From an optimization exercise on the open Yosys and OpenROAD flow, aimed at small area, a short achievable clock period and few clock cycles; shortcuts taken in it are not production practice. Only simulation tests tie the RTL to the original design; equivalence was not proved. Power is estimated from default activity; no workload was simulated.

$ cat flow/standard.sh
#!/bin/bash
# synth_recipe.tcl (not shown) runs the flow's synth.tcl, then flattens the netlist and writes it again
# the make line also repeats each setting of config.mk as NAME=value (left out here)
make -C /OpenROAD-flow-scripts/flow DESIGN_CONFIG=/design/flow/config.mk WORK_HOME=/design/flow/orfs CLKGATE_MAP_FILE= SYNTH_SCRIPT=/design/flow/synth_recipe.tcl "${@:-finish}"
$ cat flow/config.mk
export PLATFORM = sky130hd
export DESIGN_NAME = mbcore
export DESIGN_NICKNAME = mbcore
export VERILOG_FILES = /design/flow/design.v
export SDC_FILE = /design/flow/constraint.sdc
export NUM_CORES = 8
export LEC_CHECK = 0
export CAP_MARGIN = 20
export CORE_MARGIN = 2
export CORE_UTILIZATION = 40
export CTS_BUF_LIST = sky130_fd_sc_hd__clkbuf_8
export CTS_CLUSTER_DIAMETER = 60
export CTS_CLUSTER_SIZE = 15
export SETUP_SLACK_MARGIN = 5.0
export SLEW_MARGIN = 20
export TNS_END_PERCENT = 10
$ cat flow/design.v
module mbcore (
    input  wire        clk,
    input  wire        rst,           
    input  wire        req_valid,
    input  wire        req_write,
    input  wire        req_wide,      
    input  wire [23:0] req_addr,
    input  wire [31:0] req_wdata,
    output wire        rsp_valid,
    output wire [31:0] rsp_rdata,
    output wire        rsp_err
);
    localparam [2:0] ST_OK       = 3'd0;
    localparam [2:0] ST_MALFORM  = 3'd1;
    localparam [2:0] ST_ENC_OVF  = 3'd2;
    localparam [2:0] ST_SHORT    = 3'd3;
    localparam [2:0] ST_ILL_CMD  = 3'd4;
    localparam [2:0] ST_ILL_OPND = 3'd5;
    localparam [7:0] OP_WFB   = 8'h01;
    localparam [7:0] OP_BFW   = 8'h02;
    localparam [7:0] OP_PACK  = 8'h08;
    localparam [7:0] OP_UNPK  = 8'h09;
    localparam [7:0] OP_UNPKS = 8'h0A;
    localparam [7:0] OP_DEC   = 8'h10;
    localparam [7:0] OP_ENC   = 8'h11;
    localparam [7:0] OP_VAL   = 8'h18;
    localparam [7:0] OP_EXB   = 8'h19;
    localparam [31:0] ID_VALUE  = 32'h4D420001;
    localparam [31:0] CFG_VALUE = 32'h00000003;
    localparam [1:0] RG_REG = 2'd0;
    localparam [1:0] RG_IN  = 2'd1;
    localparam [1:0] RG_OUT = 2'd2;
    reg [31:0] cw, a, b, hin0, hin1, in_len;
    reg [2:0]  st;
    reg [7:0]  out_len;            
    localparam [2:0] R_ZERO = 3'd0, R_WFB = 3'd1, R_BFW = 3'd2, R_LEN = 3'd3,
                     R_LEN8 = 3'd4, R_VAL = 3'd5, R_EXB = 3'd6;
    localparam [1:0] H_ZERO = 2'd0, H_LO = 2'd1, H_HI = 2'd2;
    reg [2:0]  r_mode;
    reg [1:0]  v_verd;
    reg [1:0]  h_mode;
    wire [31:0] in_w  [0:31];
    wire [31:0] out_w [0:31];
    reg        pv;                 
    reg [1:0]  p_rgn;
    reg [4:0]  p_idx;
    reg        p_win;              
    reg [1:0]  p_boff;             
    reg [31:0] d;
    reg [7:0]  db;                 
    reg        s_ok;               
    reg [1:0]  s_rgn;
    reg [4:0]  s_idx;
    reg        sl_pend;            
    reg        sl_err, sl_wr, sl_wide;
    reg [1:0]  sl_bsel;
    reg        resp_q, err_q;
    reg        busy;
    reg [4:0]  cur, last;
    wire f_mid0  = (req_addr[19:7] == 13'd0);
    wire f_al    = (req_addr[1:0] == 2'b00);
    wire f_isreg = (req_addr[23:20] == 4'h0) && f_mid0 && !req_addr[6] && (req_addr[5:2] <= 4'd13);
    wire f_isin  = (req_addr[23:20] == 4'h1) && f_mid0;
    wire f_isout = (req_addr[23:20] == 4'h2) && f_mid0;
    wire f_ok    = (f_isreg && req_wide && f_al) ||
                   ((f_isin || (f_isout && !req_write)) && (!req_wide || f_al));
    wire idle_q  = !sl_pend && !resp_q;
    wire f_z     = (req_addr[23:22] == 2'b00) && f_mid0;
    wire p_match = (req_addr[21:20] == p_rgn) && (req_addr[6:2] == p_idx);
    wire hit     = req_valid && !req_write && pv && f_z && p_match &&
                   (req_wide ? f_al : (p_win && (req_addr[1:0] == p_boff)));
    wire f_okw   = f_z && (((req_addr[21:20] == 2'd0) && !req_addr[6] && !(req_addr[5] && req_addr[4] && req_addr[3]) &&
                            req_wide && f_al) ||
                           ((req_addr[21:20] == 2'd1) && (!req_wide || f_al)));
    wire fast_w  = req_valid && req_write && f_okw && !busy && idle_q;
    wire miss    = req_valid && !hit && !fast_w && idle_q;
    wire adv     = hit && (req_wide || (p_boff == 2'b11));
    wire bstep   = hit && !adv;
    assign rsp_valid = hit || fast_w || resp_q;
    assign rsp_err   = err_q;
    wire   sel_w     = req_wide || resp_q;
    assign rsp_rdata = sel_w ? d : {24'd0, db};
    wire        sl_go   = sl_pend && !resp_q && !sl_err && !busy;
    wire        sl_wx   = sl_go && sl_wr;
    wire        sl_rx   = sl_go && !sl_wr;
    wire        acc_en  = fast_w || sl_wx;
    wire [1:0]  acc_rgn = sl_wx ? s_rgn   : req_addr[21:20];
    wire [4:0]  acc_idx = sl_wx ? s_idx   : req_addr[6:2];
    wire [1:0]  acc_bs  = sl_wx ? sl_bsel : req_addr[1:0];
    wire        acc_wd  = sl_wx ? sl_wide : req_wide;
    wire [31:0] acc_dat = sl_wx ? d       : req_wdata;
    wire acc_reg = acc_en && (acc_rgn == RG_REG);
    wire acc_in  = acc_en && (acc_rgn == RG_IN);
    wire exec    = acc_reg && (acc_idx == 5'd0);
    wire [7:0] c_x   = acc_dat[31:24];
    wire [7:0] c_y   = acc_dat[23:16];
    wire [3:0] c_rsv = acc_dat[15:12];
    wire [3:0] c_w   = acc_dat[11:8];
    wire [7:0] c_op  = acc_dat[7:0];
    wire x0 = (c_x == 8'd0);
    wire y0 = (c_y == 8'd0);
    wire w0 = (c_w == 4'd0);
    wire is_wfb   = (c_op == OP_WFB);
    wire is_bfw   = (c_op == OP_BFW);
    wire is_pack  = (c_op == OP_PACK);
    wire is_unpk  = (c_op == OP_UNPK);
    wire is_unpks = (c_op == OP_UNPKS);
    wire is_dec   = (c_op == OP_DEC);
    wire is_enc   = (c_op == OP_ENC);
    wire is_val   = (c_op == OP_VAL);
    wire is_exb   = (c_op == OP_EXB);
    wire ill_cmd = (c_rsv != 4'd0) ||
                   !(is_wfb || is_bfw || is_pack || is_unpk || is_unpks || is_dec || is_enc || is_val || is_exb) ||
                   (is_wfb && !w0) ||
                   (is_bfw && (!x0 || !y0 || w0 || (c_w > 4'd4))) ||
                   ((is_pack || is_unpks || is_dec || is_enc || is_val) && (!x0 || !y0 || !w0)) ||
                   ((is_unpk || is_exb) && (!y0 || !w0));
    wire reads_in = is_pack || is_unpks || is_dec || is_enc || is_val;
    wire n_big    = (in_len[31:8] != 24'd0) || (in_len[7] && (in_len[6:0] != 7'd0));
    wire [7:0] n  = in_len[7:0];           
    wire [32:0] bfw_sum = {1'b0, a} + {1'b0, b};
    wire ovf1 = (bfw_sum[32:8]  != 25'd0);
    wire ovf2 = (bfw_sum[32:16] != 17'd0);
    wire ovf3 = (bfw_sum[32:24] != 9'd0);
    wire ovf4 = bfw_sum[32];
    wire bfw_ovf = (c_w == 4'd1) ? ovf1 : (c_w == 4'd2) ? ovf2 : (c_w == 4'd3) ? ovf3 : ovf4;
    reg pack_bad;
    integer k;
    always @(*) begin
        pack_bad = 1'b0;
        for (k = 0; k < 128; k = k + 1)
            if ((k < n) && (in_w[k / 4][31 - 8 * (k % 4) -: 7] != 7'd0))
                pack_bad = 1'b1;
    end
    wire [4:0] pack_m = n[7:3] + {4'd0, (n[2:0] != 3'd0)};
    wire [7:0]  in0 = in_w[0][31:24], in1 = in_w[0][23:16], in2 = in_w[0][15:8], in3 = in_w[0][7:0];
    wire [7:0]  in4 = in_w[1][31:24];
    wire [15:0] dec_l   = in_w[1][31:16];
    wire        dec_bad = (n < 8'd8) || ({9'd0, n} < {1'b0, dec_l} + 17'd6);
    wire [6:0]  dec_d   = (dec_l >= 16'd2) ? dec_l[6:0] - 7'd2 : 7'd0;    
    wire enc_big   = (n > 8'd120);
    wire unpks_big = (n > 8'd16);
    wire [7:0] fc          = hin1[7:0];
    wire       exb_badcode = (c_x < 8'd1) || (c_x > 8'd3);
    wire [15:0] v_wa     = {in0, in1};
    wire [15:0] v_q      = {in2, in3};
    wire [7:0]  v_bc     = in4;
    wire [16:0] v_start  = {1'b0, v_wa} + 17'd1;
    wire [17:0] v_end    = {1'b0, v_start} + {2'b00, v_q} - 18'd1;
    wire        v_multi  = (fc == 8'h0F) || (fc == 8'h10);
    wire        v_supported = (fc == 8'h01) || (fc == 8'h02) || (fc == 8'h03) || (fc == 8'h04) ||
                              (fc == 8'h05) || (fc == 8'h06) || v_multi;
    wire        v_short  = n < (v_multi ? 8'd5 : 8'd4);
    wire        v_start_ok = (v_start <= 17'd249);
    wire        v_range_ok = v_start_ok && (v_end >= 18'd1) && (v_end <= 18'd249);
    wire        v_single = (fc == 8'h05) || (fc == 8'h06);
    wire        v_addr_ok = v_single ? v_start_ok : v_range_ok;
    wire        v_payload = ({1'b0, n} >= 9'd5 + {1'b0, v_bc});
    wire [15:0] v_bc_coils = (v_q + 16'd7) >> 3;
    reg         v_value_ok;
    always @(*) begin
        case (fc)
            8'h01, 8'h02: v_value_ok = (v_q >= 16'd1) && (v_q <= 16'd249);
            8'h03, 8'h04: v_value_ok = (v_q >= 16'd1) && (v_q <= 16'd125);
            8'h05:        v_value_ok = (v_q == 16'h0000) || (v_q == 16'hFF00);
            8'h06:        v_value_ok = 1'b1;
            8'h0F:        v_value_ok = (v_q >= 16'd1) && (v_q <= 16'd249) &&
                                       ({8'd0, v_bc} == v_bc_coils) && v_payload;
            8'h10:        v_value_ok = (v_q >= 16'd1) && (v_q <= 16'd123) &&
                                       ({8'd0, v_bc} == {v_q[14:0], 1'b0}) && (v_q[15] == 1'b0) && v_payload;
            default:      v_value_ok = 1'b0;
        endcase
    end
    wire [1:0]  v_verdict = !v_supported ? 2'd1 :
                            !v_addr_ok   ? 2'd2 :
                            !v_value_ok  ? 2'd3 : 2'd0;
    wire [2:0] s_bfw   = bfw_ovf ? ST_ENC_OVF : ST_OK;
    wire       ok_pack = !n_big && !pack_bad;
    wire       ok_unpks = !n_big && !unpks_big;
    wire       ok_dec  = !n_big && !dec_bad;
    wire       ok_enc  = !n_big && !enc_big;
    wire       ok_val  = !n_big && !(v_supported && v_short);
    wire       ok_exb  = !exb_badcode && !fc[7];
    wire [2:0] s_dec   = n_big ? ST_ILL_OPND : dec_bad ? ST_MALFORM : ST_OK;
    wire [2:0] s_vl    = n_big ? ST_ILL_OPND : (v_supported && v_short) ? ST_SHORT : ST_OK;
    wire [2:0] s_exb   = exb_badcode ? ST_ILL_OPND : fc[7] ? ST_ENC_OVF : ST_OK;
    reg  [2:0] st_op;
    always @(*) begin
        case (c_op)
            OP_BFW:   st_op = s_bfw;
            OP_PACK:  st_op = ok_pack  ? ST_OK : ST_ILL_OPND;
            OP_UNPKS: st_op = ok_unpks ? ST_OK : ST_ILL_OPND;
            OP_DEC:   st_op = s_dec;
            OP_ENC:   st_op = ok_enc   ? ST_OK : ST_ILL_OPND;
            OP_VAL:   st_op = s_vl;
            OP_EXB:   st_op = s_exb;
            default:  st_op = ST_OK;
        endcase
    end
    wire [2:0] st_n = ill_cmd ? ST_ILL_CMD : st_op;
    wire ok = !ill_cmd && (is_wfb || is_unpk || (is_bfw && !bfw_ovf) || (is_pack && ok_pack) ||
                           (is_unpks && ok_unpks) || (is_dec && ok_dec) || (is_enc && ok_enc) ||
                           (is_val && ok_val) || (is_exb && ok_exb));
    reg [2:0]  rm_n;
    reg [1:0]  hm_n;
    reg [7:0]  olen_n;
    reg [5:0]  nwords;            
    always @(*) begin
        rm_n = R_ZERO; hm_n = H_ZERO; olen_n = 8'd0; nwords = 6'd0;
        if (is_wfb) begin
            rm_n = R_WFB;
        end
        if (is_bfw) begin
            rm_n = R_BFW; olen_n = {4'd0, c_w}; nwords = 6'd2;
        end
        if (is_pack) begin
            rm_n = R_LEN; olen_n = {3'd0, pack_m};
            nwords = {3'd0, n[7:5]} + {5'd0, (n[4:0] != 5'd0)};
        end
        if (is_unpk) begin
            rm_n = R_LEN; olen_n = 8'd8; nwords = 6'd2;
        end
        if (is_unpks) begin
            rm_n = R_LEN; olen_n = {n[4:0], 3'd0}; nwords = {n[4:0], 1'b0};
        end
        if (is_dec) begin
            rm_n = R_LEN8; hm_n = H_HI; olen_n = {1'b0, dec_d};
            nwords = {1'b0, dec_d[6:2]} + 6'd2 + {5'd0, (dec_d[1:0] != 2'd0)};
        end
        if (is_enc) begin
            rm_n = R_LEN; hm_n = H_LO; olen_n = n + 8'd8;
            nwords = {1'b0, n[6:2]} + 6'd2 + {5'd0, (n[1:0] != 2'd0)};
        end
        if (is_val) begin
            rm_n = R_VAL;
        end
        if (is_exb) begin
            rm_n = R_EXB; hm_n = H_HI; olen_n = 8'd1; nwords = 6'd3;
        end
    end
    wire [7:0] e_op = cw[7:0];
    wire [7:0] e_x  = cw[31:24];
    wire [3:0] e_w  = cw[11:8];
    reg  [4:0]  ra_q, wi_q;
    wire [31:0] in_rd = in_w[ra_q];
    wire [127:0] pk;
    genvar g;
    generate
        for (g = 0; g < 128; g = g + 1) begin : g_pk
            assign pk[32 * (g / 32) + 31 - 8 * ((g / 8) % 4) - 7 + (g % 8)] = in_w[g / 4][24 - 8 * (g % 4)];
        end
    endgenerate
    wire [31:0] pk_word = pk[32 * cur[1:0] +: 32];
    reg  [31:0] pk_mask;
    integer m;
    always @(*) begin
        for (m = 0; m < 32; m = m + 1)
            pk_mask[m] = (n[7:5] != {1'b0, cur[1:0]}) || ((8 * (3 - m / 8) + m % 8) < n[4:0]);
    end
    wire [7:0] us_byte = in_rd[31 - 8 * cur[2:1] -: 8];
    wire [3:0] us_nib  = cur[0] ? us_byte[7:4] : us_byte[3:0];
    wire [7:0]  e_fc = hin1[7:0];
    wire [31:0] e_sum = bfw_sum[31:0];    
    reg  [31:0] wbus;
    always @(*) begin
        case (e_op)
            OP_BFW: begin
                if (cur[0] == 1'b0)
                    wbus = e_sum;                        
                else begin
                    case (e_w)
                        4'd1:    wbus = {e_sum[7:0], 24'd0};
                        4'd2:    wbus = {e_sum[15:0], 16'd0};
                        4'd3:    wbus = {e_sum[23:0], 8'd0};
                        default: wbus = e_sum;
                    endcase
                end
            end
            OP_PACK:  wbus = pk_word & pk_mask;
            OP_UNPK:  wbus = cur[0] ? {7'd0, e_x[4], 7'd0, e_x[5], 7'd0, e_x[6], 7'd0, e_x[7]}
                                    : {7'd0, e_x[0], 7'd0, e_x[1], 7'd0, e_x[2], 7'd0, e_x[3]};
            OP_UNPKS: wbus = {7'd0, us_nib[0], 7'd0, us_nib[1], 7'd0, us_nib[2], 7'd0, us_nib[3]};
            OP_DEC:   wbus = in_rd;
            default: begin                               
                if (cur == 5'd0)
                    wbus = hin0;
                else if (cur == 5'd1)
                    wbus = (e_op == OP_ENC) ? {8'd0, n + 8'd2, hin1[15:0]}
                                            : {16'd3, hin1[15:8], e_fc + 8'h80};
                else
                    wbus = (e_op == OP_ENC) ? in_rd : {e_x, 24'd0};
            end
        endcase
    end
    wire e_hi = (e_op == OP_DEC) || (e_op == OP_EXB);    
    wire e_bfw = (e_op == OP_BFW);
    wire       busy_nx = exec ? (ok && (nwords != 6'd0)) : (busy && (cur != last));
    wire [4:0] cur_nx  = exec ? 5'd0 : cur + 5'd1;
    wire [7:0] op_nx   = exec ? c_op : e_op;
    wire       hi_nx   = (op_nx == OP_DEC) || (op_nx == OP_EXB);
    reg  [4:0] ra_nx, wi_nx;
    always @(*) begin
        case (op_nx)
            OP_DEC:  ra_nx = cur_nx;
            OP_ENC:  ra_nx = cur_nx - 5'd2;
            default: ra_nx = {3'd0, cur_nx[4:3]};    
        endcase
        if (hi_nx)
            wi_nx = (cur_nx == 5'd0) ? 5'd30 : (cur_nx == 5'd1) ? 5'd31 : cur_nx - 5'd2;
        else if (op_nx == OP_BFW)
            wi_nx = cur_nx[0] ? 5'd0 : 5'd31;
        else
            wi_nx = cur_nx;
    end
    always @(posedge clk) begin
        ra_q <= busy_nx ? ra_nx : s_idx;
        wi_q <= wi_nx;
    end
    function [4:0] e_pos(input [4:0] w);
        begin
            if (e_hi)
                e_pos = (w >= 5'd30) ? w - 5'd30 : w + 5'd2;
            else if (e_bfw)
                e_pos = (w == 5'd31) ? 5'd0 : 5'd1;
            else
                e_pos = w;
        end
    endfunction
    wire       s_h   = (s_rgn == RG_REG) && ((s_idx == 5'd8) || (s_idx == 5'd9));
    wire [4:0] out_ra = (s_rgn == RG_OUT) ? s_idx :
                        s_h ? {{4{h_mode == H_HI}}, (s_idx == 5'd9)} : 5'd31;
    wire [31:0] out_rd = out_w[out_ra];
    reg [31:0] r_val;
    always @(*) begin
        case (r_mode)
            R_WFB:   r_val = {16'd0, cw[31:16]};
            R_BFW:   r_val = busy ? e_sum : out_rd;
            R_LEN:   r_val = {24'd0, out_len};
            R_LEN8:  r_val = {24'd0, out_len + 8'd8};
            R_VAL:   r_val = {30'd0, v_verd};
            R_EXB:   r_val = {24'd0, cw[31:24]};
            default: r_val = 32'd0;
        endcase
    end
    reg [31:0] reg_rd;
    always @(*) begin
        case (s_idx[3:0])
            4'h0: reg_rd = cw;
            4'h1: reg_rd = a;
            4'h2: reg_rd = b;
            4'h3: reg_rd = hin0;
            4'h4: reg_rd = hin1;
            4'h5: reg_rd = in_len;
            4'h6: reg_rd = {29'd0, st};
            4'h7: reg_rd = r_val;
            4'h8: reg_rd = (h_mode == H_ZERO) ? 32'd0 : out_rd;
            4'h9: reg_rd = (h_mode == H_ZERO) ? 32'd0 : out_rd;
            4'hA: reg_rd = {24'd0, out_len};
            4'hC: reg_rd = ID_VALUE;
            4'hD: reg_rd = CFG_VALUE;
            default: reg_rd = 32'd0;
        endcase
    end
    wire [31:0] s_val  = (s_rgn == RG_REG) ? reg_rd : (s_rgn == RG_IN) ? in_rd : out_rd;
    wire s_outw     = (s_rgn == RG_OUT) || (s_h && (h_mode != H_ZERO));
    wire s_conflict = busy && s_outw && (e_pos(out_ra) >= cur);
    wire s_inwait   = (s_rgn == RG_IN) && (ra_q != s_idx);
    reg [7:0] s_byte;
    always @(*) begin
        case (sl_bsel)
            2'd0: s_byte = s_val[31:24];
            2'd1: s_byte = s_val[23:16];
            2'd2: s_byte = s_val[15:8];
            default: s_byte = s_val[7:0];
        endcase
    end
    reg       sn_ok;
    reg [1:0] sn_rgn;
    reg [4:0] sn_idx;
    always @(*) begin
        sn_ok = 1'b1; sn_rgn = s_rgn; sn_idx = s_idx + 5'd1;
        if (s_rgn == RG_REG) begin
            if (s_idx == 5'd7)
                sn_idx = (st == ST_OK) ? 5'd8 : 5'd10;
            else if (s_idx == 5'd10) begin
                sn_rgn = RG_OUT; sn_idx = 5'd0;
            end else if (s_idx == 5'd13)
                sn_ok = 1'b0;
        end else if (s_idx == 5'd31)
            sn_ok = 1'b0;
    end
    always @(posedge clk) begin
        if (rst) begin
            cw <= 32'd0; a <= 32'd0; b <= 32'd0; hin0 <= 32'd0; hin1 <= 32'd0; in_len <= 32'd0;
            st <= 3'd0; r_mode <= R_ZERO; h_mode <= H_ZERO; out_len <= 8'd0;
            busy <= 1'b0;
        end else begin
            if (acc_reg) begin
                case (acc_idx)
                    5'd0: cw     <= acc_dat;
                    5'd1: a      <= acc_dat;
                    5'd2: b      <= acc_dat;
                    5'd3: hin0   <= acc_dat;
                    5'd4: hin1   <= acc_dat;
                    5'd5: in_len <= acc_dat;
                    default: ;
                endcase
            end
            if (exec) begin
                st <= st_n;
                r_mode  <= ok ? rm_n : R_ZERO;
                h_mode  <= ok ? hm_n : H_ZERO;
                v_verd  <= v_verdict;
                out_len <= ok ? olen_n  : 8'd0;
                cur  <= 5'd0;
                last <= nwords[4:0] - 5'd1;
                busy <= ok && (nwords != 6'd0);
            end else if (busy) begin
                cur <= cur + 5'd1;
                if (cur == last)
                    busy <= 1'b0;
            end
        end
    end
    always @(posedge clk) begin
        if (rst) begin
            pv <= 1'b0; s_ok <= 1'b0;
            sl_pend <= 1'b0; resp_q <= 1'b0; err_q <= 1'b0;
        end else begin
            resp_q <= 1'b0;
            err_q  <= 1'b0;
            if (exec) begin
                pv <= 1'b1; p_rgn <= RG_REG; p_idx <= 5'd6; p_win <= 1'b0; p_boff <= 2'd0;
                d  <= {29'd0, st_n};
                s_ok <= 1'b1; s_rgn <= RG_REG; s_idx <= 5'd7;
            end else if (acc_en) begin
                pv <= 1'b0;
            end
            if (sl_wx) begin
                sl_pend <= 1'b0;
                resp_q  <= 1'b1;
            end else if (miss) begin
                pv <= 1'b0;
                sl_pend <= 1'b1;
                sl_err  <= !f_ok;
                sl_wr   <= req_write;
                sl_wide <= req_wide;
                sl_bsel <= req_addr[1:0];
                s_rgn   <= req_addr[21:20];
                s_idx   <= req_addr[6:2];
                d       <= req_wdata;
            end else if (sl_pend && !resp_q && sl_err) begin
                sl_pend <= 1'b0;
                resp_q  <= 1'b1;
                err_q   <= 1'b1;
                d       <= 32'd0;
            end else if (sl_rx && !s_inwait) begin
                sl_pend <= 1'b0;
                resp_q  <= 1'b1;
                d       <= sl_wide ? s_val : {24'd0, s_byte};
                s_ok    <= 1'b0;
            end else if (bstep) begin
                p_boff <= p_boff + 2'd1;
                case (p_boff)
                    2'd0: db <= d[23:16];
                    2'd1: db <= d[15:8];
                    default: db <= d[7:0];
                endcase
            end else if (adv) begin
                pv    <= s_ok && !s_conflict && (s_rgn != RG_IN);
                p_rgn <= s_rgn; p_idx <= s_idx; p_win <= (s_rgn != RG_REG); p_boff <= 2'd0;
                d     <= s_val;
                db    <= s_val[31:24];
                s_ok  <= sn_ok; s_rgn <= sn_rgn; s_idx <= sn_idx;
            end
        end
    end
    generate
        for (g = 0; g < 32; g = g + 1) begin : g_in
            genvar h;
            for (h = 0; h < 4; h = h + 1) begin : g_b
                reg  [7:0] q;
                wire       we = acc_in && (acc_idx == g) && (acc_wd || (acc_bs == h));
                always @(posedge clk)
                    if (we)
                        q <= acc_wd ? acc_dat[31 - 8 * h -: 8] : acc_dat[7:0];
                assign in_w[g][31 - 8 * h -: 8] = q;
            end
        end
        for (g = 0; g < 32; g = g + 1) begin : g_out
            reg  [31:0] q;
            always @(posedge clk)
                if (busy && (wi_q == g))
                    q <= wbus;
            assign out_w[g] = q;
        end
    endgenerate
endmodule
$ cat flow/flow/run.sh
#!/bin/bash
# The standard layout (bash standard.sh), with two changes to how it is made:
# - the port buffers are buf_4 (the default pick, clkdlybuf4s50_1, is a slow delay cell);
# - timing repair does not clone gates (clones have left max-slew violations).
set -euo pipefail
export BUFFER_PORTS_ARGS="-buffer_cell sky130_fd_sc_hd__buf_4"
export SKIP_GATE_CLONING=1
bash standard.sh > standard_flow.log 2>&1
$ cat flow/constraint.sdc
create_clock -name core_clock -period 10.0 [get_ports {clk}]
set_input_delay 2.0000 -clock core_clock [delete_from_list [all_inputs] [get_ports {clk}]]
set_output_delay 2.0000 -clock core_clock [all_outputs]
set_load 0.01 [all_outputs]
==> run summary, run 1 <==
Power:
- The clock network accounts for 31.2% of the total power.
- The analysis attributes to cell leakage a power of 37.6 nW.
- The internal power contribution is 13.8 mW.
- The power per standard cell area is 161 mW/mm².
- The portion of total power attributed to sequential cells is a little over half.
- The peak supply drop is between 100 and 150 µV.
- Net switching is between 20% and 30% of the power.
- Combinational logic burns 14.0% of the power.
- The switching power total is roughly 5.8 mW.

Global route:
- The initial antenna violation count is 52.
- The via count of the first global-routing pass was 84500.
- The first global-routing pass estimated 813 mm of wire.
- Entering global routing, the biggest net connects 99 pins.
- The sum of overflow across all layers after global routing is 0.
- Global routing consumed, over all layers together, 44.6% of the routing resources.

Detailed routing:
- Dividing the detail-routed via count by the number of cells gives 7.33.
- The number of iterations in the first detailed-routing pass is 10.
- In the routed design, unresolved DRC markers number 0.
- The total length of routed wires is 626 mm.
- The number of nets with antenna violations after detailed routing is 0.
- The count of vias placed by the detailed router is 93000.
- The average detailed-routed wire length per instance is 49.4 µm.
- The first routing iteration left 18600 violations.

Setup path:
- For the worst setup path, the data required time is 10.67 ns.
- The worst setup path is captured at a flip-flop.
- The master of the slowest instance on the critical path is o21ai_4.
- The critical path is of the reg2reg type.
- The dominant cell type by count on the critical path is buf_4.
- On the worst path, the slowest cell contributes a delay of just over 0.8 ns.
- Walking the worst path, the cells encountered are buf_4 > nand3_2 > nor2_2 > buf_4 > a22oi_1 > nand3_1 > nor2_1 > a31oi_1 > buf_4 > a221o_1 > o21ai_0 > o21ai_4.
- The data arrival at the endpoint of the critical path is between 6 and 7 ns.
- The largest driver fanout on the critical path is 32.
- The type of element launching the critical path is a flip-flop.

Timing:
- For the pin with the worst max-slew slack, the measured transition is 1.36 ns.
- The number of endpoints failing setup at the final stage is 0.
- The final count of hold timing violations is 0.
- The total negative slack for setup checks is 0 ns.
- The clock arrives with 0.150 ns of skew.
- Headroom to the max-slew limit came out at 8.58%.
- Setup repair after global routing could not meet its margin everywhere.
- The period utilization is 54.7%.
- Timing would allow up to about 180 MHz.
- The clock period minus worst slack is 5.47 ns.
- The max-slew violation count was 0.
- The post-route worst hold slack is 0.499 ns.

Clocking:
- The tree is rooted in a clkbuf_8.
- The worst-skew pair later-pin latency is 1.13 ns.
- The number of CTS-inserted buffers is 219.
- The clock net in this run drives a total of around 2300 sinks.
- The clock tree from TritonCTS is done.
- The maximum buffer depth of the clock tree is 4.
- The CTS clock-pin slew for the worst setup and hold paths is 0.10 ns.
- For this design, the CTS-stage hold fixing added 0 buffers.
- The H-tree level count is 4.

Yosys:
- The predominant post-synthesis flop cell is edfxtp_1.
- The share of the synthesized area in the top cell type is 59.4%.
- The synthesized netlist occupies a cell area of 0.107 mm².
- Ranked by total cell area, the synthesized netlist is headed by edfxtp_1, dfxtp_1, a22oi_1.
- The cell taking the most area after synthesis is edfxtp_1.
- Dividing the synthesized area by the synthesized cell count gives 12.3 µm².
- The fraction of registers with async set or reset after synthesis is 0%.
- For this run, the number of Yosys warnings is 1.
- In the synthesized netlist, the number of instances is ~8700.
- The post-synth net total is approximately 8900.
- The part of the Yosys area used for sequential elements is 63.5%.
- Counting flops with a built-in enable in the synthesized netlist gives 2122.
- The synthesized flop and latch total is ~2300.
- The number of different library cells in the post-synthesis netlist is 109.

Place:
- The count of buffers inserted at the top-level ports is 94.
- The HPWL after detailed placement is 442 mm.
- After detailed placement, the total cell area comes to 0.115 mm².
- The congestion estimate from routability-driven global placement came to 1.11.

Final layout:
- The count of nets after finishing is 9198.
- Leaving out fill and tap cells, the most frequent cells in the layout are edfxtp_1, nor2_1, buf_4.
- After routing the design area is 0.121 mm².
- In the final layout, the share of cells above drive strength 1 is about 16%.
- Compared with the post-synthesis result, the final layout area differs by 13.2%.
- Leaving out fill and tap cells, the most frequent cell in the layout is edfxtp_1.

Floorplan:
- The initial cell density of the core is 40.1%.
- The floorplan die width is 522 µm.
- The core box area is between 0.2 and 0.3 mm².
- Measured along the y axis, the die boundary spans 522 µm.
- 95 I/O pins were placed.
- The number of rows in the core area is 190.
- The floorplan die area is 0.273 mm².

Status:
- The run finished with no timing, DRC or antenna violations.

Hold path:
- The path class of the tightest hold or removal check is reg2reg.

Job:
- The number of max-cap violations is 0.
[registers in the layout, indices dropped and copies added (netlist names), 3 cells and up]
register	cells
hin1	32
a	32
b	32
hin0	32
d	32
g_in.g_b.q	1024
cw	32
ra_q	5
s_idx	5
wi_q	5
in_len	32
cur	5
p_idx	5
db	8
g_out.q	1024
st	3
last	5
r_mode	3
out_len	8
[cell type report]
type | count | area, µm²
fill | 24300 | 146000
antenna | 19 | 47.5
tap | 3552 | 4440
sequential | 2346 | 68200
clock buffer | 221 | 3040
multi-input combinational | 5657 | 38900
timing repair buffer | 641 | 5190
clock inverter | 99 | 1100
inverter | 145 | 552
[per-stage QoR]
stage / setup slack, ns / cells / utilization [%] / total power [mW]
floorplan: 4.98 / 8726 / - / 11.9
detailed placement: 3.12 / 12300 / 43.1 / 13.4
finish: 4.53 / 12700 / 45.4 / 19.6
global route: 4.71 / 12700 / 45.4 / 19.8
global placement: 2.99 / 12300 / 43.0 / 13.4
CTS: 4.85 / 12600 / 45.2 / 19.3
[per-layer routing]
metal  GRT usage, %  part of all wire (%)  vias up
met1           55.7                    35    46700
met5              0                 0.027        -
li1               -                     -    35300
met4           34.8                    10       24
met3           14.7                    14     2249
met2           63.7                    41     8686
[cells in the mapped netlist, types with 25 or more instances]
cell type and n:
mux2i_1 118, o2111ai_1 26, xnor2_1 75, a211oi_1 245, and3_1 83, mux4_2 33
edfxtp_1 2122, a32oi_1 55, a221o_1 40, a22oi_1 553, inv_1 139, a2111oi_0 52
a22o_1 95, mux2_2 40, a221oi_1 96, and2_1 46, or3_1 25, nand3_1 343
dfxtp_1 224, ha_1 125, o221ai_1 32, buf_1 82, nand4_1 164, nor4_1 206
o21ai_0 307, buf_2 52, a31oi_1 77, xor2_1 60, nor2_1 748, o211ai_1 55
nor3_1 254, nand2_1 586, nand2b_1 50, a222oi_1 89, clkbuf_1 431, o22ai_1 60
o31ai_1 33, a21o_1 31, a21oi_1 410, nor2b_1 58
[timing repair]
item	4_1_cts	5_1_grt
pin swaps	43	22
gates resized for setup	209	66
buffers inserted	43	26
setup endpoints to repair	2020	940
endpoints found under the hold margin	0	0
[cells by family (layout without fill, tap and decap cells)]
kind of cell / Yosys count / count (layout) / synth area share [%]
AOI/OAI and AO/OA: 2477 / 2477 / 16.6
xor gates and xnor gates: 135 / 135 / 1.10
adders and majority gates: 127 / 127 / 1.49
buffers and inverters: 723 / 1106 / 2.64
DFF: 2346 / 2346 / 63.5
muxes: 191 / 191 / 2.21
other: 0 / 19 / 0
and+or+nand+nor: 2727 / 2727 / 12.4
[critical path: cells and delay by family, from the launching register on]
family                 cells  cell delay, ns
AOI/OAI and AO/OA          5            1.52
buffers and inverters      3            1.17
DFF                        1            0.46
and+or+nand+nor            4            1.74
[path summary, 6_finish.rpt]
path           start             end  slack [ns]  depth (start not counted)
min               pv              pv        0.50                          2
min reg2reg       pv              pv        0.50                          2
max          ra_q[0]  g_out[14].q[3]        4.53                         12
max reg2reg  ra_q[0]  g_out[14].q[3]        4.53                         12
[power by group through the flow]
stage / Combinational (mW) / Sequential [mW] / Clock [mW]
global placement: 2.42 / 11.0 / 0
detailed placement: 2.42 / 11.0 / 0
floorplan: 0.982 / 10.9 / 0
global route: 2.66 / 10.7 / 6.43
finish: 2.74 / 10.7 / 6.12
CTS: 2.51 / 10.7 / 6.09
Testbench counts, summed over its fixed seeds: cycles 16,227.
==> run 2: changes to the inputs <==
==> flow/run.sh (new file) <==
#!/bin/bash
# synth_recipe.tcl (not shown) runs the flow's synth.tcl, then flattens the netlist and writes it again
# the make line also repeats each setting of config.mk as NAME=value (left out here)
make -C /OpenROAD-flow-scripts/flow DESIGN_CONFIG=/design/flow/config.mk WORK_HOME=/design/flow/orfs CLKGATE_MAP_FILE= SYNTH_SCRIPT=/design/flow/synth_recipe.tcl finish
removed: flow/flow/run.sh
removed: flow/standard.sh
==> run summary, run 2 <==
Global route:
- The via count of the first global-routing pass is 84500 (+0.032%).
- The initial antenna violation count is 65 (+25%).
- The global-route wire length before repair came to 821 mm (+0.91%).
- The global-route usage over all layers is 45.2% (+0.55 points).
- The sum of overflow across all layers after global routing is 0 (unchanged).
- The pin count of the biggest net entering global routing is 122 (+23%).

Yosys:
- The fraction of registers with async set or reset after synthesis came to 0% (unchanged).
- The netlist area before placement was 0.107 mm² (unchanged).
- The most numerous cell in the Yosys netlist is edfxtp_1.
- The post-synth net total was 8914 (unchanged).
- The share of the synthesized area in the top cell type was 59.4% (unchanged).
- The number of synthesis warnings is 1 (unchanged).
- The number of different library cells in the post-synthesis netlist is 109 (unchanged).
- The number of synthesized flops with an enable pin was 2122 (unchanged).
- The part of the Yosys area used for sequential elements is 63.5% (unchanged).
- The predominant post-synthesis flop cell is edfxtp_1.
- The cell taking the most area after synthesis is edfxtp_1.
- The number of cells produced by synthesis is 8726 (unchanged).
- Ranked by total cell area, the synthesized netlist is headed by edfxtp_1, dfxtp_1, a22oi_1.
- The per-instance average area after synthesis came to 12.3 µm² (unchanged).
- The synthesized flop and latch total is 2346 (unchanged).
- By count the netlist is led by edfxtp_1, nor2_1, nand2_1, a22oi_1, clkbuf_1.

Floorplan:
- The initial cell density of the core was 40.1% (unchanged).
- The number of rows in the core area is 190 (unchanged).
- The floorplan die width was 522 µm (unchanged).
- The die height is 522 µm (unchanged).
- The floorplan die area is 0.273 mm² (unchanged).
- The top-level port count was 95 (unchanged).
- The core box area is 0.267 mm² (unchanged).

Place:
- The HPWL after detailed placement came to 439 mm (-0.88%).
- The count of buffers inserted at the top-level ports is 94 (unchanged).
- The setup slack at placement is 2.66 ns (-0.460 ns).
- The instance count after placement with tap cells included was 12200 (-0.26%).
- The routability congestion estimate from global placement came to 1.11 (+0.38%).

Detailed routing:
- The number of nets with antenna violations after detailed routing came to 0 (unchanged).
- The highest signal layer in the routed design is met5.
- The average via count per standard cell is 7.36 (+0.46%).
- The total length of routed wires was 630 mm (+0.65%).
- The total DRC errors in the routed layout is 0 (unchanged).
- The DRC marker count from the first detailed-route iteration is 19900 (+6.9%).
- The average detailed-routed wire length per instance is 49.8 µm (+0.79%).
- The count of vias placed by the detailed router is 93300 (+0.32%).
- The number of iterations in the first detailed-routing pass is 10 (unchanged).
- The detailed-routed wire length on met2 was 260 mm (+1.7%).
- The met1 routed wirelength after detailed routing is 219 mm (-0.13%).
- The detailed-routed wire length on met3 is 88.3 mm (+1.9%).

Status:
- The run finished with no timing, DRC or antenna violations.

Power:
- The leakage power is 37.5 nW (-0.18%).
- The peak supply drop is 123 µV (-3.1%).
- The switching part of the total power is 30.0% (+0.33 points).
- The switching power total was 5.88 mW (+1.1%).
- The portion of total power attributed to sequential cells is 54.8% (about the same).
- The power per standard cell area is 161 mW/mm² (about the same).
- The part of the total power dissipated in the clock network was 31.2% (about the same).
- The combinational fraction of design power is 14.0% (about the same).
- The internal power contribution is 13.7 mW (-0.49%).

Setup path:
- The data arrival at the endpoint of the critical path was 6.50 ns (+0.36 ns).
- The largest driver fanout on the critical path was 33 (+3.1%).
- The destination of the worst register-to-register timing path is g_out[27].q[16].
- The number of cells on the worst reg-to-reg path came to 15 (+3).
- The required time reported for the critical path endpoint was 10.83 ns (+0.16 ns).
- The most critical setup path has its endpoint at g_out[27].q[16].
- The critical path startpoint is ra_q[4].
- The worst setup path is launched from a flip-flop.
- The worst reg2reg path startpoint is ra_q[4].
- The slack of the worst reg-to-reg path is 4.33 ns (-0.20 ns).
- The classification of the worst setup path is reg2reg.
- STA classifies the critical path endpoint as a flip-flop.

Timing:
- The largest clock skew in the final design is 0.125 ns (-0.0244 ns).
- The period utilization was 56.7% (+2.0 points).
- The max-slew violation count is 0 (unchanged).
- The actual slew at the worst max-slew pin came to 1.40 ns (+0.0393 ns).
- The number of endpoints failing setup at the final stage was 0 (unchanged).
- The final worst-path setup slack is 4.33 ns (-0.204 ns).
- Setup repair after global routing could not meet its margin everywhere.
- The total negative slack for setup checks is 0 ns (unchanged).
- The clock period minus worst slack is 5.67 ns (+0.204 ns).
- The highest attainable clock frequency is 176 MHz (-3.6%).
- The final count of hold timing violations was 0 (unchanged).
- The tightest slew margin relative to the limit is 6.06% (-2.5 points).

Clocking:
- The H-tree level count is 4 (unchanged).
- The worst-skew pair later-pin latency is 1.19 ns (+0.06 ns).
- The hold-fix buffer count after cts is 0 (unchanged).
- The number of CTS-inserted buffers is 215 (-1.8%).
- The CTS clock-pin slew for the worst setup and hold paths is 0.10 ns (about the same).
- The maximum buffer depth of the clock tree is 4 (unchanged).
- Clock tree synthesis selected as its root buffer the cell clkbuf_8.
- The clock tree from TritonCTS is done.
- The clock sink count came to 2346 (unchanged).

Final layout:
- The fraction of layout cells with a size suffix above 1 is 15.8% (-0.58 points).
- The growth of design area from synthesis to finish came to 13.2% (about the same).
- The library cells used most frequently in the layout, excluding fill and tap cells, are edfxtp_1, nor2_1, nand2_1.
- The largest registers in the layout are g_in.g_b.q (1024), g_out.q (1024).
- The area of combinational cells with multiple inputs is 0.0391 mm² (+0.57%).
- The count of nets after finishing came to 9155 (-0.47%).
- The number of cells in the finished layout apart from fillers is 12700 (-0.13%).
- Leaving out fill and tap cells, the most frequent cell in the layout is edfxtp_1.
- The sequential cell area is 0.0682 mm² (about the same).
- The count of filler cells inserted in the layout was 24300 (-0.016%).

Job:
- The number of max-cap violations is 0 (unchanged).

Hold path:
- The min-delay analysis places its worst path in the category reg2reg.
- The startpoint identified for the worst hold timing path is r_mode[1].
-- run 2: cell counts after synthesis --
No cell type changed its count.
-- run 2: metrics by stage --
step | instance area (µm²) | power [mW] | util, % | hold WS [ns]
after CTS | 121000 | 19.3 | 45.2 | 0.496
after floorplan | 107000 | 11.9 | - | 0.448
after global placement | 115000 | 13.4 | 43.0 | 0.460
final | 122000 | 19.6 | 45.4 | 0.496
after global routing | 121000 | 19.8 | 45.4 | 0.515
after detailed placement | 115000 | 13.4 | 43.1 | 0.484
-- run 2: cell type report --
cell class | count | share of cell area, %
diodes | 45 | 0.0927
clock buffers | 217 | 2.46
clock inverters | 99 | 0.886
inverters | 145 | 0.458
multi-input cells | 5660 | 32.2
flip-flops and latches | 2346 | 56.1
well taps | 3552 | 3.66
repair buffers | 599 | 4.15
-- run 2: critical path, stage by stage, from the launching register on --
cell	delay, ns
dfxtp_2	0.51
buf_6	0.40
or3b_2	0.58
nor2_2	0.58
buf_4	0.51
a22oi_1	0.28
nand4_1	0.22
and4b_1	0.33
a31oi_1	0.35
buf_4	0.24
o22ai_1	0.10
o21a_1	0.19
o22ai_1	0.18
a31oi_1	0.13
a21oi_2	0.18
buf_4	0.41
-- run 2: cells by family (layout without fill, tap and decap cells) --
kind of cell    after synthesis  count (layout)  share of synthesized area, %
mux                         191             191                          2.21
simple gates               2727            2728                          12.4
other cells                   0              45                             0
fa+ha+maj                   127             127                          1.49
compound gates             2477            2479                          16.6
xor+xnor                    135             135                          1.10
flops                      2346            2346                          63.5
buf+inv                     723            1060                          2.64
-- run 2: worst min path at each step --
stage,to,cells past startpoint
5_1_grt,pv,2
6_report,r_mode[1],2
3_5_place_dp,r_mode[1],2
4_1_cts,r_mode[1],2
3_3_place_gp,r_mode[1],2
2_1_floorplan,out_len[1],2
-- run 2: power by group through the flow --
stage                     clock network, mW  registers, mW  logic, mW
after CTS                              6.08           10.7       2.54
after global placement                    0           11.0       2.41
after floorplan                           0           10.9      0.982
after global routing                   6.39           10.7       2.67
after detailed placement                  0           11.0       2.40
final                                  6.11           10.7       2.75
-- run 2: routing by layer --
metal | vias up | global-route usage [%]
met5 | - | 0.579
met3 | 2336 | 15.3
met2 | 9244 | 64.7
met4 | 22 | 34.5
li1 | 35200 | -
met1 | 46400 | 56.1
-- run 2: what timing repair did --
action                                   CTS  global route
endpoints found under the setup margin  2254          1905
setup buffers                             36            14
gates resized for setup                  268           152
pin swaps                                 38            25
cloned                                     8             0
==> run 3: changes to the inputs <==
--- a/flow/design.v
+++ b/flow/design.v
@@ -53,6 +53,7 @@
     reg [4:0]  s_idx;
     reg        sl_pend;            
     reg        sl_err, sl_wr, sl_wide;
+    reg        sl_noresp;          
     reg [1:0]  sl_bsel;
     reg        resp_q, err_q;
     reg        busy;
@@ -65,6 +66,7 @@
     wire f_ok    = (f_isreg && req_wide && f_al) ||
                    ((f_isin || (f_isout && !req_write)) && (!req_wide || f_al));
     wire idle_q  = !sl_pend && !resp_q;
+    wire can_lat = !(sl_pend && !sl_noresp) && !resp_q;
     wire f_z     = (req_addr[23:22] == 2'b00) && f_mid0;
     wire p_match = (req_addr[21:20] == p_rgn) && (req_addr[6:2] == p_idx);
     wire hit     = req_valid && !req_write && pv && f_z && p_match &&
@@ -73,7 +75,7 @@
                             req_wide && f_al) ||
                            ((req_addr[21:20] == 2'd1) && (!req_wide || f_al)));
     wire fast_w  = req_valid && req_write && f_okw && !busy && idle_q;
-    wire miss    = req_valid && !hit && !fast_w && idle_q;
+    wire miss    = req_valid && !hit && !fast_w && can_lat;
     wire adv     = hit && (req_wide || (p_boff == 2'b11));
     wire bstep   = hit && !adv;
     assign rsp_valid = hit || fast_w || resp_q;
@@ -91,7 +93,10 @@
     wire [31:0] acc_dat = sl_wx ? d       : req_wdata;
     wire acc_reg = acc_en && (acc_rgn == RG_REG);
     wire acc_in  = acc_en && (acc_rgn == RG_IN);
-    wire exec    = acc_reg && (acc_idx == 5'd0);
+    wire cw_wr   = acc_reg && (acc_idx == 5'd0);
+    reg  fresh_q;
+    wire defer   = cw_wr && fast_w && !fresh_q;
+    wire exec    = cw_wr && !defer;
     wire [7:0] c_x   = acc_dat[31:24];
     wire [7:0] c_y   = acc_dat[23:16];
     wire [3:0] c_rsv = acc_dat[15:12];
@@ -115,31 +120,44 @@
                    (is_bfw && (!x0 || !y0 || w0 || (c_w > 4'd4))) ||
                    ((is_pack || is_unpks || is_dec || is_enc || is_val) && (!x0 || !y0 || !w0)) ||
                    ((is_unpk || is_exb) && (!y0 || !w0));
-    wire reads_in = is_pack || is_unpks || is_dec || is_enc || is_val;
-    wire n_big    = (in_len[31:8] != 24'd0) || (in_len[7] && (in_len[6:0] != 7'd0));
     wire [7:0] n  = in_len[7:0];           
-    wire [32:0] bfw_sum = {1'b0, a} + {1'b0, b};
-    wire ovf1 = (bfw_sum[32:8]  != 25'd0);
-    wire ovf2 = (bfw_sum[32:16] != 17'd0);
-    wire ovf3 = (bfw_sum[32:24] != 9'd0);
-    wire ovf4 = bfw_sum[32];
-    wire bfw_ovf = (c_w == 4'd1) ? ovf1 : (c_w == 4'd2) ? ovf2 : (c_w == 4'd3) ? ovf3 : ovf4;
-    reg pack_bad;
+    wire [31:0] nx_len = (acc_reg && (acc_idx == 5'd5)) ? acc_dat : in_len;
+    wire [7:0]  nx_fc  = (acc_reg && (acc_idx == 5'd4)) ? acc_dat[7:0] : hin1[7:0];
+    wire [7:0]  nx_n   = nx_len[7:0];
+    wire        nx_big = (nx_len[31:8] != 24'd0) || (nx_len[7] && (nx_len[6:0] != 7'd0));
+    wire        nx_multi = (nx_fc == 8'h0F) || (nx_fc == 8'h10);
+    wire        nx_sup   = (nx_fc == 8'h01) || (nx_fc == 8'h02) || (nx_fc == 8'h03) || (nx_fc == 8'h04) ||
+                           (nx_fc == 8'h05) || (nx_fc == 8'h06) || nx_multi;
+    reg  pack_bad;
     integer k;
     always @(*) begin
         pack_bad = 1'b0;
         for (k = 0; k < 128; k = k + 1)
-            if ((k < n) && (in_w[k / 4][31 - 8 * (k % 4) -: 7] != 7'd0))
+            if ((k < nx_n) && (in_w[k / 4][31 - 8 * (k % 4) -: 7] != 7'd0))
                 pack_bad = 1'b1;
     end
+    reg q_big, q_pack_bad, q_dec_bad, q_unpks_big, q_enc_big, q_vshort, q_fc7;
+    always @(posedge clk) begin
+        fresh_q     <= !acc_in && !rst;
+        q_big       <= nx_big;
+        q_pack_bad  <= pack_bad;
+        q_dec_bad   <= (nx_n < 8'd8) || ({9'd0, nx_n} < {1'b0, in_w[1][31:16]} + 17'd6);
+        q_unpks_big <= (nx_n > 8'd16);
+        q_enc_big   <= (nx_n > 8'd120);
+        q_vshort    <= nx_sup && (nx_n < (nx_multi ? 8'd5 : 8'd4));
+        q_fc7       <= nx_fc[7];
+    end
+    wire [32:0] bfw_sum = {1'b0, a} + {1'b0, b};
+    wire ovf1 = (bfw_sum[32:8]  != 25'd0);
+    wire ovf2 = (bfw_sum[32:16] != 17'd0);
+    wire ovf3 = (bfw_sum[32:24] != 9'd0);
+    wire ovf4 = bfw_sum[32];
+    wire bfw_ovf = (c_w == 4'd1) ? ovf1 : (c_w == 4'd2) ? ovf2 : (c_w == 4'd3) ? ovf3 : ovf4;
     wire [4:0] pack_m = n[7:3] + {4'd0, (n[2:0] != 3'd0)};
     wire [7:0]  in0 = in_w[0][31:24], in1 = in_w[0][23:16], in2 = in_w[0][15:8], in3 = in_w[0][7:0];
     wire [7:0]  in4 = in_w[1][31:24];
     wire [15:0] dec_l   = in_w[1][31:16];
-    wire        dec_bad = (n < 8'd8) || ({9'd0, n} < {1'b0, dec_l} + 17'd6);
     wire [6:0]  dec_d   = (dec_l >= 16'd2) ? dec_l[6:0] - 7'd2 : 7'd0;    
-    wire enc_big   = (n > 8'd120);
-    wire unpks_big = (n > 8'd16);
     wire [7:0] fc          = hin1[7:0];
     wire       exb_badcode = (c_x < 8'd1) || (c_x > 8'd3);
     wire [15:0] v_wa     = {in0, in1};
@@ -150,7 +168,6 @@
     wire        v_multi  = (fc == 8'h0F) || (fc == 8'h10);
     wire        v_supported = (fc == 8'h01) || (fc == 8'h02) || (fc == 8'h03) || (fc == 8'h04) ||
                               (fc == 8'h05) || (fc == 8'h06) || v_multi;
-    wire        v_short  = n < (v_multi ? 8'd5 : 8'd4);
     wire        v_start_ok = (v_start <= 17'd249);
     wire        v_range_ok = v_start_ok && (v_end >= 18'd1) && (v_end <= 18'd249);
     wire        v_single = (fc == 8'h05) || (fc == 8'h06);
@@ -174,16 +191,16 @@
     wire [1:0]  v_verdict = !v_supported ? 2'd1 :
                             !v_addr_ok   ? 2'd2 :
                             !v_value_ok  ? 2'd3 : 2'd0;
-    wire [2:0] s_bfw   = bfw_ovf ? ST_ENC_OVF : ST_OK;
-    wire       ok_pack = !n_big && !pack_bad;
-    wire       ok_unpks = !n_big && !unpks_big;
-    wire       ok_dec  = !n_big && !dec_bad;
-    wire       ok_enc  = !n_big && !enc_big;
-    wire       ok_val  = !n_big && !(v_supported && v_short);
-    wire       ok_exb  = !exb_badcode && !fc[7];
-    wire [2:0] s_dec   = n_big ? ST_ILL_OPND : dec_bad ? ST_MALFORM : ST_OK;
-    wire [2:0] s_vl    = n_big ? ST_ILL_OPND : (v_supported && v_short) ? ST_SHORT : ST_OK;
-    wire [2:0] s_exb   = exb_badcode ? ST_ILL_OPND : fc[7] ? ST_ENC_OVF : ST_OK;
+    wire [2:0] s_bfw    = bfw_ovf ? ST_ENC_OVF : ST_OK;
+    wire       ok_pack  = !q_big && !q_pack_bad;
+    wire       ok_unpks = !q_big && !q_unpks_big;
+    wire       ok_dec   = !q_big && !q_dec_bad;
+    wire       ok_enc   = !q_big && !q_enc_big;
+    wire       ok_val   = !q_big && !q_vshort;
+    wire       ok_exb   = !exb_badcode && !q_fc7;
+    wire [2:0] s_dec    = q_big ? ST_ILL_OPND : q_dec_bad ? ST_MALFORM : ST_OK;
+    wire [2:0] s_vl     = q_big ? ST_ILL_OPND : q_vshort ? ST_SHORT : ST_OK;
+    wire [2:0] s_exb    = exb_badcode ? ST_ILL_OPND : q_fc7 ? ST_ENC_OVF : ST_OK;
     reg  [2:0] st_op;
     always @(*) begin
         case (c_op)
@@ -242,6 +259,9 @@
     wire [7:0] e_x  = cw[31:24];
     wire [3:0] e_w  = cw[11:8];
     reg  [4:0]  ra_q, wi_q;
+    reg         wv_q;
+    reg  [4:0]  wi_q2;
+    reg  [31:0] wbus_q;
     wire [31:0] in_rd = in_w[ra_q];
     wire [127:0] pk;
     genvar g;
@@ -313,8 +333,11 @@
             wi_nx = cur_nx;
     end
     always @(posedge clk) begin
-        ra_q <= busy_nx ? ra_nx : s_idx;
-        wi_q <= wi_nx;
+        ra_q   <= busy_nx ? ra_nx : s_idx;
+        wi_q   <= wi_nx;
+        wv_q   <= busy && !rst;
+        wi_q2  <= wi_q;
+        wbus_q <= wbus;
     end
     function [4:0] e_pos(input [4:0] w);
         begin
@@ -329,7 +352,8 @@
     wire       s_h   = (s_rgn == RG_REG) && ((s_idx == 5'd8) || (s_idx == 5'd9));
     wire [4:0] out_ra = (s_rgn == RG_OUT) ? s_idx :
                         s_h ? {{4{h_mode == H_HI}}, (s_idx == 5'd9)} : 5'd31;
-    wire [31:0] out_rd = out_w[out_ra];
+    wire [31:0] out_rd_m = out_w[out_ra];
+    wire [31:0] out_rd = (wv_q && (wi_q2 == out_ra)) ? wbus_q : out_rd_m;
     reg [31:0] r_val;
     always @(*) begin
         case (r_mode)
@@ -337,7 +361,7 @@
             R_BFW:   r_val = busy ? e_sum : out_rd;
             R_LEN:   r_val = {24'd0, out_len};
             R_LEN8:  r_val = {24'd0, out_len + 8'd8};
-            R_VAL:   r_val = {30'd0, v_verd};
+            R_VAL:   r_val = {30'd0, exec_q ? v_verdict : v_verd};
             R_EXB:   r_val = {24'd0, cw[31:24]};
             default: r_val = 32'd0;
         endcase
@@ -389,6 +413,12 @@
         end else if (s_idx == 5'd31)
             sn_ok = 1'b0;
     end
+    reg exec_q;
+    always @(posedge clk) begin
+        exec_q <= exec && !rst;
+        if (exec_q)
+            v_verd <= v_verdict;        
+    end
     always @(posedge clk) begin
         if (rst) begin
             cw <= 32'd0; a <= 32'd0; b <= 32'd0; hin0 <= 32'd0; hin1 <= 32'd0; in_len <= 32'd0;
@@ -410,7 +440,6 @@
                 st <= st_n;
                 r_mode  <= ok ? rm_n : R_ZERO;
                 h_mode  <= ok ? hm_n : H_ZERO;
-                v_verd  <= v_verdict;
                 out_len <= ok ? olen_n  : 8'd0;
                 cur  <= 5'd0;
                 last <= nwords[4:0] - 5'd1;
@@ -425,7 +454,7 @@
     always @(posedge clk) begin
         if (rst) begin
             pv <= 1'b0; s_ok <= 1'b0;
-            sl_pend <= 1'b0; resp_q <= 1'b0; err_q <= 1'b0;
+            sl_pend <= 1'b0; sl_noresp <= 1'b0; resp_q <= 1'b0; err_q <= 1'b0;
         end else begin
             resp_q <= 1'b0;
             err_q  <= 1'b0;
@@ -438,10 +467,23 @@
             end
             if (sl_wx) begin
                 sl_pend <= 1'b0;
-                resp_q  <= 1'b1;
+                resp_q  <= !sl_noresp;
+            end
+            if (defer) begin
+                pv <= 1'b0;
+                sl_pend   <= 1'b1;
+                sl_noresp <= 1'b1;
+                sl_err    <= 1'b0;
+                sl_wr     <= 1'b1;
+                sl_wide   <= 1'b1;
+                sl_bsel   <= 2'd0;
+                s_rgn     <= RG_REG;
+                s_idx     <= 5'd0;
+                d         <= req_wdata;
             end else if (miss) begin
                 pv <= 1'b0;
                 sl_pend <= 1'b1;
+                sl_noresp <= 1'b0;
                 sl_err  <= !f_ok;
                 sl_wr   <= req_write;
                 sl_wide <= req_wide;
@@ -490,8 +532,8 @@
         for (g = 0; g < 32; g = g + 1) begin : g_out
             reg  [31:0] q;
             always @(posedge clk)
-                if (busy && (wi_q == g))
-                    q <= wbus;
+                if (wv_q && (wi_q2 == g))
+                    q <= wbus_q;
             assign out_w[g] = q;
         end
     endgenerate
--- a/flow/config.mk
+++ b/flow/config.mk
@@ -9,8 +9,8 @@
 export CORE_MARGIN = 2
 export CORE_UTILIZATION = 40
 export CTS_BUF_LIST = sky130_fd_sc_hd__clkbuf_8
-export CTS_CLUSTER_DIAMETER = 60
-export CTS_CLUSTER_SIZE = 15
+export CTS_CLUSTER_DIAMETER = 50
+export CTS_CLUSTER_SIZE = 12
 export SETUP_SLACK_MARGIN = 5.0
 export SLEW_MARGIN = 20
 export TNS_END_PERCENT = 10
==> run summary, run 3 <==
Status:
- The flow ran to the end and the layout has no timing, DRC or antenna violations.

Setup path:
- The largest driver fanout on the critical path was 25 (-24%).
- The type of element launching the critical path is a flip-flop.
- The setup path with the least slack is of type reg2reg.
- The worst setup path is captured at a flip-flop.
- The required time reported for the critical path endpoint is 10.85 ns (+0.02 ns).
- The number of cells on the worst reg-to-reg path is 12 (-3).
- The data arrival at the endpoint of the critical path is 6.35 ns (-0.15 ns).

Detailed routing:
- The total DRC errors in the routed layout is 0 (unchanged).
- The total length of routed wires is 610 mm (-3.2%).
- The average via count per standard cell is 7.13 (-3.2%).
- The number of nets with antenna violations after detailed routing was 0 (unchanged).
- The count of vias placed by the detailed router was 92900 (-0.39%).
- The number of iterations in the first detailed-routing pass is 9 (-1).
- The average detailed-routed wire length per instance is 46.8 µm (-5.9%).
- The DRC marker count from the first detailed-route iteration is 17300 (-13%).

Power:
- The internal power contribution is 15.3 mW (+11%).
- The peak supply drop is 125 µV (+1.0%).
- The leakage power came to 39.0 nW (+3.8%).
- The power per standard cell area is 171 mW/mm² (+6.2%).
- The overall power consumption came to 21.5 mW (+9.8%).
- The portion of total power attributed to sequential cells was 50.9% (-3.9 points).
- The part of the total power dissipated in the clock network is 36.7% (+5.5 points).
- The combinational fraction of design power is 12.4% (-1.6 points).
- The switching power total was 6.26 mW (+6.5%).
- The switching part of the total power is 29.1% (-0.91 points).

Clocking:
- The clock sink count was 2394 (+2.0%).
- The worst-skew pair later-pin latency is 1.16 ns (-0.03 ns).
- The hold-fix buffer count after cts is 0 (unchanged).
- The H-tree level count is 5 (+1).
- The number of CTS-inserted buffers is 309 (+44%).
- Clock tree synthesis selected as its root buffer the cell clkbuf_8.
- The CTS clock-pin slew for the worst setup and hold paths is 0.09 ns (about the same).
- The maximum buffer depth of the clock tree is 4 (unchanged).
- TritonCTS built the clock tree.

Final layout:
- The library cells used most frequently in the layout, excluding fill and tap cells, are edfxtp_1, nor2_1, nand2_1.
- The number of cells in the finished layout apart from fillers is 13000 (+2.9%).
- The count of nets after finishing is 9398 (+2.7%).
- Relative to the synthesized area, the layout overhead comes to 15.7%.
- The count of filler cells inserted in the layout is 24400 (+0.40%).
- The fraction of layout cells with a size suffix above 1 is 17.2% (+1.4 points).
- The library cell used most frequently in the layout, excluding fill and tap cells, is edfxtp_1.
- The final core area utilization is 46.5% (+1.0 points).
- The largest registers in the layout are g_in.g_b.q (1024), g_out.q (1024).

Yosys:
- The per-instance average area after synthesis is 12.3 µm² (+0.16%).
- The fraction of registers with async set or reset after synthesis is 0% (unchanged).
- The netlist area before placement is 0.109 mm² (+1.1%).
- The part of the Yosys area used for sequential elements came to 63.7% (+0.15 points).
- The post-synth net total is 8995 (+0.91%).
- The number of synthesis warnings is 1 (unchanged).
- The share of the synthesized area in the top cell type came to 58.6% (-0.73 points).
- The largest total area in the synthesized netlist belongs to edfxtp_1.
- The predominant post-synthesis flop cell is edfxtp_1.
- The number of cells produced by synthesis is 8812 (+0.99%).
- By area the synthesized netlist is led by edfxtp_1, dfxtp_1, a22oi_1.
- The commonest cells after synthesis are edfxtp_1, nor2_1, nand2_1, a22oi_1, clkbuf_1.
- The number of different library cells in the post-synthesis netlist is 107 (-1.8%).
- The most numerous cell in the Yosys netlist is edfxtp_1.
- The number of synthesized flops with an enable pin came to 2120 (-0.094%).
- The synthesized flop and latch total is 2394 (+2.0%).

Place:
- The routability congestion estimate from global placement came to 1.06 (-4.3%).
- The count of buffers inserted at the top-level ports was 94 (unchanged).
- The setup slack at placement is 2.58 ns (-0.0802 ns).
- The instance count after placement with tap cells included is 12400 (+1.0%).
- The HPWL after detailed placement came to 431 mm (-1.8%).

Floorplan:
- The number of rows in the core area is 191 (+0.53%).
- The die height came to 525 µm (+0.57%).
- The floorplan die area is 0.276 mm² (+1.1%).
- The initial cell density of the core is 40.2% (about the same).
- The top-level port count was 95 (unchanged).
- The core box area is 0.270 mm² (+1.1%).
- The floorplan die width is 525 µm (+0.57%).

Job:
- The number of max-cap violations was 0 (unchanged).

Timing:
- The number of endpoints failing setup at the final stage was 0 (unchanged).
- The largest clock skew in the final design is 0.0935 ns (-0.0319 ns).
- The final count of hold timing violations is 0 (unchanged).
- Setup repair after global routing could not meet its margin everywhere.
- The final worst-path setup slack is 4.50 ns (+0.168 ns).
- The highest attainable clock frequency came to 182 MHz (+3.1%).
- The clock period minus worst slack came to 5.50 ns (-0.168 ns).
- The max-slew violation count is 0 (unchanged).
- The tightest slew margin relative to the limit is 9.88% (+3.8 points).
- The total negative slack for setup checks is 0 ns (unchanged).
- The period utilization is 55.0% (-1.7 points).
- The actual slew at the worst max-slew pin was 1.34 ns (-0.0555 ns).

Hold path:
- The class of the worst hold path is reg2reg.
- The hold path depth is 0 (-2).

Global route:
- The via count of the first global-routing pass is 86200 (+2.0%).
- The initial antenna violation count was 69 (+6.2%).
- The pin count of the biggest net entering global routing is 72 (-41%).
- The global-route usage over all layers came to 42.9% (-2.3 points).
- The sum of overflow across all layers after global routing is 0 (unchanged).
- The global-route wire length before repair is 799 mm (-2.6%).
run 3: cells by family after synthesis:
family                     synth area share, %
AOI/OAI and AO/OA                         17.1
xor gates and xnor gates                  1.06
buffers and inverters                     2.61
adders and majority gates                 1.42
and+or+nand+nor                           12.1
DFF                                       63.7
muxes                                     1.98
run 3: layer usage:
metal	up-vias	routed length (µm)	GRT usage (%)
li1	36100	-	-
met1	46700	214000	52.7
met2	8017	265000	64.1
met3	1991	74600	12.1
met4	44	56200	32.1
met5	-	321	0.173
run 3: per-stage QoR:
stage	cell area, µm²	hold slack (ns)
floorplan	109000	0.310
global placement	117000	0.315
detailed placement	117000	0.313
CTS	125000	0.328
global route	126000	0.334
finish	126000	0.332
run 3: power by group through the flow:
stage	clock, mW	sequential, mW	combinational, mW
after detailed placement	0	11.2	2.38
after floorplan	0	11.1	0.957
after global placement	0	11.2	2.37
after CTS	7.87	10.9	2.49
final	7.89	11.0	2.68
after global routing	8.25	10.9	2.63
run 3: what timing repair did:
action                                 CTS  global route
setup buffers                           72            28
pin swaps                               33            25
setup endpoints to repair              282           211
endpoints found under the hold margin    0             0
cloned                                   8             2
gates resized for setup                298           138
run 3: final cells by class:
type                       instances  area, µm²  area share [%]
timing repair buffer             685       5780            4.60
sequential                      2394      69200            55.1
inverter                         128        500           0.398
tap                             3570       4470            3.56
multi-input combinational       5697      39300            31.3
clock buffer                     318       4380            3.48
clock inverter                   195       1900            1.51
antenna                           42        105          0.0837
run 3: path summary, 6_finish.rpt:
kind	start	to	slack (ns)
worst max-delay path	ra_q[0]	d[21]	4.50
worst min-delay path	wi_q[0]	wi_q2[0]	0.33
worst max register to register	ra_q[0]	d[21]	4.50
worst min register to register	wi_q[0]	wi_q2[0]	0.33
run 3: worst max-delay path, stage by stage, from the launching register on:
cell and delay, ns:
dfxtp_1 0.80, nand2b_1 0.65, nor2_2 0.23, buf_4 0.36, a22o_1 0.34, a221oi_1 0.41, nand3_1 0.24, nor4_2 0.73
a21oi_1 0.33, buf_4 0.29, o22a_1 0.32, a221oi_1 0.36, nor2_1 0.10
Testbench counts of run 3, summed over its fixed seeds: cycles 16,227.

-- separate check: timing with driven ports --
Ports are ideal in the flow. The routed layouts listed here were re-timed in OpenROAD.
Step 1 (the two cells are an assumption about what drives the block):
set clk [get_ports {clk}]
set_driving_cell -lib_cell sky130_fd_sc_hd__clkbuf_16 $clk
set_driving_cell -lib_cell sky130_fd_sc_hd__buf_2 [delete_from_list [all_inputs] $clk]
Step 2, shift: input delay + t, output delay - t, t = (earliest + latest rising clock arrival at the registers) / 2. This alone moves slack from input paths to output paths.
a / b / c = no drivers / after step 1 / after step 2; a / b = the first two.
run | t, ns | setup WS [ns] | worst setup path at the end
run 1 | 1.146 | 4.535 / 4.535 / 3.675 | input to register
run 2 | 1.227 | 4.331 / 4.331 / 3.789 | input to register
run 3 | 1.194 | 4.499 / 4.474 / 3.366 | input to register
After both steps setup and hold are still met in every run listed. The setup slack of run 3, which loses most, moves by -0.025 ns with the drivers and by -1.133 ns with both steps.
